Context: an optimization exercise on an open-source flow, tuned for small area and a short achievable clock period. The choices shown serve that exercise and are no tape-out recipe.
RTL that was checked went through simulation tests only; none was proved equivalent to the original.
Power is estimated from default activity; no workload was simulated.

Design pwroff_engine, start of the top module:
module pwroff_engine (
    input  wire        clk,
    input  wire        rst_n,         
    input  wire [31:0] base,
    input  wire [31:0] tick_rate,
    input  wire        trig_valid,
    input  wire [7:0]  trig_reason,
    output wire        ret_valid,
    output wire        ret_handled,
    input  wire        ret_ready,
    output wire        bus_valid,
    output wire        bus_write,
    output wire [31:0] bus_addr,
    output wire [7:0]  bus_wdata,
    input  wire        bus_ready,
    input  wire [7:0]  bus_rdata,
    output wire        slp_valid,
    output wire [6:0]  slp_units,
    input  wire        slp_ready,
    output wire        diag_valid,
    output wire [7:0]  diag_code,
    output wire [31:0] diag_data,
    input  wire        diag_ready,
    output wire [31:0] status
);
Settings: LEC_CHECK=0, CAP_MARGIN=20, CORE_MARGIN=2, CORE_UTILIZATION=40, SLEW_MARGIN=20; clock period 20.0 ns.
standard.sh (not shown) runs the stock make flow with config.mk's settings and CLKGATE_MAP_FILE= SYNTH_SCRIPT=/design/flow/synth_recipe.tcl, a recipe that flattens the netlist after the stock synthesis.
==> flow/flow/run.sh <==
#!/bin/bash
# The standard layout (standard.sh) with:
#  - the standard synthesis script, its ABC step given an area script;
#  - the synthesis buffers removed at floorplan;
#  - small port buffers;
#  - timing repair after CTS aiming past the clock period (setup margin).
set -euo pipefail
W=$PWD
{ head -n 1 synth_recipe.tcl; cat flow/abc_override.tcl; tail -n +2 synth_recipe.tcl; } > synth_area.tcl
export AREA_ABC_SCRIPT=$W/flow/area.abc
bash standard.sh \
  SYNTH_SCRIPT=$W/synth_area.tcl \
  REMOVE_ABC_BUFFERS=1 \
  "BUFFER_PORTS_ARGS=-buffer_cell sky130_fd_sc_hd__buf_1" \
  SETUP_SLACK_MARGIN=14.5 \
  finish > standard.log 2>&1
==> flow/flow/abc_override.tcl <==
# Map the logic with an area-oriented ABC script (flow/area.abc) in place of
# the speed script; every other argument (liberty, dont_use cells, delay
# target) is kept. The flip-flops are mapped before ABC runs, so they are the
# standard synthesis's.
proc abc {args} {
  set i [lsearch -exact $args -script]
  if { $i >= 0 } {
    set args [lreplace $args $i [expr {$i + 1}] -script $::env(AREA_ABC_SCRIPT)]
  }
  yosys abc {*}$args
}
==> flow/flow/area.abc <==
&get -n
&st
&dch
&nf -R 1000
&put
Rerun with:
--- a/flow/design.v
+++ b/flow/design.v
@@ -95,51 +95,26 @@
                 3'd1: idx = 3'd0;        
                 3'd2: idx = 3'd1;        
                 3'd3: idx = 3'd3;        
                 3'd4: idx = 3'd1;        
                 3'd5: idx = 3'd2;        
                 default: idx = 3'd4;     
             endcase
         else if (s_txp || s_rxp)
             idx = 3'd5;                  
         else
             idx = 3'd0;                  
     end
-    wire [3:0]  lo = {1'b0, base[4:2]} + {1'b0, idx};
-    wire [26:0] hb = base[31:5];
-    reg  [3:0]  pb;              
     always @(posedge clk)
-        pb <= {&hb[23:0], &hb[17:0], &hb[11:0], &hb[5:0]};
-    wire [26:0] hc;
-    genvar n;
-    generate
-        for (n = 0; n < 27; n = n + 1) begin : g_hc
-            localparam integer J = n / 6;        
-            localparam integer S = J * 6;        
-            wire in_blk, below;
-            if (n == S) begin : g_first
-                assign in_blk = 1'b1;
-            end else begin : g_rest
-                assign in_blk = &hb[n-1:S];
-            end
-            if (J == 0) begin : g_b0
-                assign below = 1'b1;
-            end else begin : g_bj
-                assign below = pb[J-1];
-            end
-            assign hc[n] = lo[3] && below && in_blk;
-        end
-    endgenerate
-    always @(posedge clk)
-        A <= {hb ^ hc, lo[2:0]};
+        A <= base[31:2] + {27'd0, idx};
     wire       dividing = s_cfg && fm;
     wire [8:0] sum  = {1'b0, acc} + {1'b0, dividing ? 8'd181 : R[7:0]};   
     wire       ge   = sum[8];                                
     wire       tbit = tick_rate[5'd31 - cnt[4:0]];
     reg [7:0] txb;
     always @(*) begin
         if (fm)
             txb = 8'hFF;
         else
             case ({cmd, cnt[1:0]})
                 4'b0000: txb = 8'h01;
                 4'b0001: txb = 8'h35;
@@ -211,28 +186,28 @@
         fail   = 1'b0;
         if ((s_idle || s_done) && trig_valid && !flt) begin
             if (!reason_ok) begin
                 ret_nh = 1'b1;
                 hnd_n  = 1'b0;
             end else if (s_done) begin
                 flt_n = 1'b1;
             end else begin
                 st_n = S_CFG;
                 fm_n = 1'b1;
             end
         end
-        if (s_idle)
+        if (s_idle) begin
             cnt_n = 6'd0;
-        if (s_idle || (hs && (s_rxp || s_rxd)))
             acc_n = 8'd0;
+        end
         if (fire && vret)
             hnd_n = 1'b1;
         if (fire && s_ret)
             st_n = S_DONE;
         if (hs) begin
             case (st)
                 S_CFG: begin
                     cnt_n = cnt1;
                     r_sh  = (cnt[2:0] == 3'd1);          
                     if (cnt[2:0] == 3'd6) begin
                         cfgd_n = 1'b1;
                         cmd_n  = 2'd0;
@@ -304,55 +279,57 @@
                 end
                 S_DIAG_EXH:
                     st_n = S_EXH_SLEEP;
                 default: ;
             endcase
             if (done) begin
                 k_n = 4'd0;
                 if (fm) begin
                     fail = 1'b1;
                 end else if (clt4) begin
                     st_n = S_DIAG_SHORT;
                 end else begin
+                    acc_n = 8'd0;
                     st_n  = S_DIAG_CSUM;
                 end
             end
             if (fail) begin
                 if (att != 2'd3) begin
                     att_n = att + 2'd1;
                     fm_n  = 1'b0;
                     cnt_n = 6'd0;
                     st_n  = S_TX_POLL;
                 end else begin
                     st_n = S_DIAG_EXH;
                 end
             end
         end else if (!pend) begin
             case (st)
                 S_IDLE, S_DONE: ;
                 S_CFG:
-                    if (fm && !c20) begin
-                        acc_n = {ge ? sum[6:0] : acc[6:0], tbit};
-                        cnt_n = cnt1;
-                        r_q   = 1'b1;
-                    end else begin
-                        if (fm || cnt[0])
-                            acc_n = {7'd0, sum[8]};
-                        if (fm) begin
+                    if (fm) begin
+                        if (!c20) begin
+                            acc_n = {ge ? sum[6:0] : acc[6:0], tbit};
+                            cnt_n = cnt1;
+                            r_q   = 1'b1;
+                        end else begin
+                            acc_n = {7'd0, ge};
                             fm_n  = 1'b0;
                             cnt_n = 6'd0;
-                        end else begin
-                            r_top = 1'b1;
-                            go    = 1'b1;
                         end
+                    end else begin
+                        r_top = 1'b1;
+                        if (cnt[0])
+                            acc_n = {7'd0, sum[8]};      
+                        go = 1'b1;
                     end
                 S_TX_WRITE: begin
                     r_top = 1'b1;
                     go    = 1'b1;
                 end
                 S_RX_DATA: begin
                     r_sh = clt4;
                     go   = 1'b1;
                 end
                 S_DIAG_SHORT, S_DIAG_NAK, S_DIAG_EXH: begin
                     r_sh = 1'b1;
                     k_n  = k + 4'd1;
Effect: Routed wire length stays flat; worst hold slack got worse by 0.046 ns; non-clock buffer count rises by 32; synthesized area decreases by 1.1%; total power went down by about 7%; setup slack is worse by 0.69 ns; clock-buffer cell count came out higher by 3; final cell count went up by about 4%.
The RTL of the second run of this note was laid out without a check of its function.

========
pwroff_engine, a different RTL version from the one above (not shown whole).
Size in the first run: roughly 100 flip-flops, roughly 6200 sq um of cells after synthesis.
Settings: LEC_CHECK=0, CAP_MARGIN=20, CORE_MARGIN=2, CORE_UTILIZATION=40, SLEW_MARGIN=20; clock period 20.0 ns.
==> flow/flow/run.sh <==
#!/bin/bash
# The standard layout (standard.sh), with these changes:
#  - synthesis: the standard flow's synthesis script, its ABC step given an area-oriented
#    script (flow/abc_override.tcl, flow/area.abc); flip-flops are mapped
#    before ABC, so the registers are the standard synthesis's;
#  - the synthesis buffers are removed at floorplan;
#  - every port gets a buf_1 buffer;
#  - one tie cell drives all constant outputs;
#  - timing repair after CTS and global routing aims past the clock period
#    (setup margin 14.6 ns), with resizing free to change cell footprints;
#  - CTS builds the clock tree from clkbuf_8 cells.
# ORFS writes each step's log under orfs/logs; make's output goes to
# standard.log.
set -euo pipefail
W=$PWD
{ head -n 1 synth_recipe.tcl; cat flow/abc_override.tcl; tail -n +2 synth_recipe.tcl; } > synth_area.tcl
export AREA_ABC_SCRIPT=$W/flow/area.abc
bash standard.sh \
  SYNTH_SCRIPT=$W/synth_area.tcl \
  REMOVE_ABC_BUFFERS=1 \
  "BUFFER_PORTS_ARGS=-buffer_cell sky130_fd_sc_hd__buf_1" \
  SKIP_REPAIR_TIE_FANOUT=1 \
  SETUP_SLACK_MARGIN=14.6 \
  MATCH_CELL_FOOTPRINT=0 \
  CTS_BUF_LIST=sky130_fd_sc_hd__clkbuf_8 \
  finish > standard.log 2>&1
Scripts as last shown in full above: flow/flow/abc_override.tcl, flow/flow/area.abc
Then changed:
--- a/flow/design.v
+++ b/flow/design.v
@@ -41,17 +41,17 @@
     localparam [3:0] S_DONE         = 4'd15;
     reg  [3:0]  st;
     reg         vbus, vslp, vdiag, vret;     
     reg         hs;          
     reg         lsr;         
     reg         flt;         
     reg  [1:0]  cmd;
     reg  [1:0]  att;
-    reg  [2:0]  fl;          
+    reg  [5:0]  res;         
     reg         fm;          
     reg  [5:0]  cnt;         
     reg  [3:0]  k;           
     reg  [7:0]  acc;
     reg  [31:0] R;
     reg  [29:0] A;
     wire s_idle   = (st == S_IDLE);
     wire s_cfg    = (st == S_CFG);
@@ -79,21 +79,16 @@
     assign bus_wdata = R[31:24];
     wire   u1   = !st[3];                            
     wire   u10  = st[3] && st[0];                    
     wire   u100 = st[3] && !st[0];                   
     assign slp_units = {u100, u100, 1'b0, u10, u100, u10, u1};
     assign diag_code = {5'd0, st[3] && st[2], st[3] && !st[2], st[1]};
     assign diag_data = R;
     wire [2:0] cfg_j = cnt[2:0] | {3{att[1] || att[0]}};
-    wire rd  = st[3] && st[2] && st[1];              
-    wire sh0 = (cmd != 2'd0) || rd;
-    wire sh1 = (cmd == 2'd2) || rd;
-    wire [5:0] res = {rd && fl[2], rd && !fl[2], sh1 && fl[1], sh1 && !fl[1],
-                      sh0 && fl[0], sh0 && !fl[0]};
     assign status = {flt, 6'd0, flt, 4'b0000, res, 2'b00, att, cmd, 1'b0, cfg_j, st};
     reg [2:0] idx;
     always @(*) begin
         if (s_cfg)
             case (cnt[2:0])
                 3'd0: idx = 3'd3;        
                 3'd1: idx = 3'd0;        
                 3'd2: idx = 3'd1;        
@@ -184,31 +179,31 @@
     wire       clt4   = !(cnt[5] || cnt[4] || cnt[3] || cnt[2]);
     wire       k10    = k[3] && k[0];                             
     wire       last   = fm ? c39 : (cnt[1:0] == ((cmd == 2'd0) ? 2'd3 : 2'd2));
     wire       reason_ok = (trig_reason == 8'h01) || (trig_reason == 8'h02);
     wire       prep = !pend && !hs;
     reg [3:0] st_n;
     reg       go, flt_n, fm_n, ret_nh;
     reg [1:0] cmd_n, att_n;
-    reg [2:0] fl_n;
+    reg [5:0] res_n;
     reg [5:0] cnt_n;
     reg [3:0] k_n;
     reg [7:0] acc_n;
     reg       r_top, r_sh, r_q;    
     reg       done, fail;
     always @(*) begin
         st_n   = st;
         go     = 1'b0;
         ret_nh = 1'b0;
         flt_n  = flt;
         fm_n   = fm;
         cmd_n  = cmd;
         att_n  = att;
-        fl_n   = fl;
+        res_n  = res;
         cnt_n  = cnt;
         k_n    = k;
         acc_n  = acc;
         r_top  = 1'b0;
         r_sh   = 1'b0;
         r_q    = 1'b0;
         done   = 1'b0;
         fail   = 1'b0;
@@ -281,17 +276,21 @@
                 end
                 S_DIAG_CSUM: begin
                     k_n  = 4'd0;
                     st_n = S_DIAG_NAK;
                 end
                 S_DIAG_NAK:
                     fail = 1'b1;
                 S_POST_OK, S_EXH_SLEEP: begin
-                    fl_n[cmd] = st[2];
+                    case (cmd)
+                        2'd0:    res_n[1:0] = {st[2], !st[2]};
+                        2'd1:    res_n[3:2] = {st[2], !st[2]};
+                        default: res_n[5:4] = {st[2], !st[2]};
+                    endcase
                     if (cmd != 2'd2) begin
                         cmd_n = cmd + 2'd1;
                         att_n = 2'd1;
                         fm_n  = 1'b0;
                         cnt_n = 6'd0;
                         st_n  = S_TX_POLL;
                     end else begin
                         st_n = S_RETURN;
@@ -382,34 +381,35 @@
         else if (r_q)
             R[15:0] <= {R[14:0], ge};
     end
     always @(posedge clk) begin
         lsr <= s_txp ? bus_rdata[5] : bus_rdata[0];
         hs  <= fire;
         cnt[5:3] <= cnt_n[5:3];
         fm  <= fm_n;
-        fl  <= fl_n;
         k   <= k_n;
         acc <= acc_n;
         if (!rst_n) begin
             st    <= S_IDLE;
             vbus  <= 1'b0;
             vslp  <= 1'b0;
             vdiag <= 1'b0;
             vret  <= 1'b0;
             flt   <= 1'b0;
             cmd   <= 2'd0;
             att   <= 2'd0;
+            res   <= 6'd0;
             cnt[2:0] <= 3'd0;         
         end else begin
             st    <= st_n;
             vbus  <= vbus ? !bus_ready : (go && st_bus);
             vslp  <= vslp ? !slp_ready : (go && st_slp);
             vdiag <= vdiag ? !diag_ready : (go && st_diag);
             vret  <= vret ? !ret_ready : ((go && s_ret) || ret_nh);
             flt   <= flt_n;
             cmd   <= cmd_n;
             att   <= att_n;
+            res   <= res_n;
             cnt[2:0] <= cnt_n[2:0];
         end
     end
 endmodule
What happened:
- The new run completed without violations
- die area hardly moves
- via count shrinks slightly
- core utilization shrinks by 1.1 points
- register-to-register slack gains 0.30 ns
- final cell count shrinks by a few percent
- clock skew shrinks by 0.0048 ns
- final area shrinks by a few percent
- clock-buffer cell count does not change
- area after synthesis hardly moves
- global-route usage shrinks by 1.4 points
- routed wire length shrinks by a few percent
Function not checked in the first run of this note: the RTL went through the layout flow alone.

## re-timing with driven ports
Ports are ideal in the flow. The routed layouts listed here were re-timed in OpenROAD.
Step 1 assumes that a clkbuf_16 drives the clock port and a buf_2 every other input.
Step 2 also shifts input and output timing later by t, the mid clock arrival at the registers, as if the neighbouring blocks saw the same clock.
a / b / c = no drivers / after step 1 / after step 2; a / b = the first two.
| run | shift t [ns] | setup slack, ns | worst register clock-pin slew, ns | worst slew at a driven data input, ns |
|---|---|---|---|---|
| the first run of note 1 | 0.406 | 14.508 / 14.460 / 14.237 | 0.08 / 0.08 | 0.06 |
| the second run of note 1 | 0.397 | 13.817 / 13.820 / 13.423 | 0.07 / 0.07 | 0.05 |
| the first run of note 2 | 0.424 | 14.608 / 14.566 / 14.309 | 0.10 / 0.10 | 0.04 |
| the second run of note 2 | 0.424 | 14.686 / 14.650 / 14.301 | 0.11 / 0.11 | 0.05 |
After both steps every run listed still meets setup and hold. The setup slack of the second run of note 1, which loses most, moves by +0.003 ns with the drivers and by -0.394 ns with both steps.
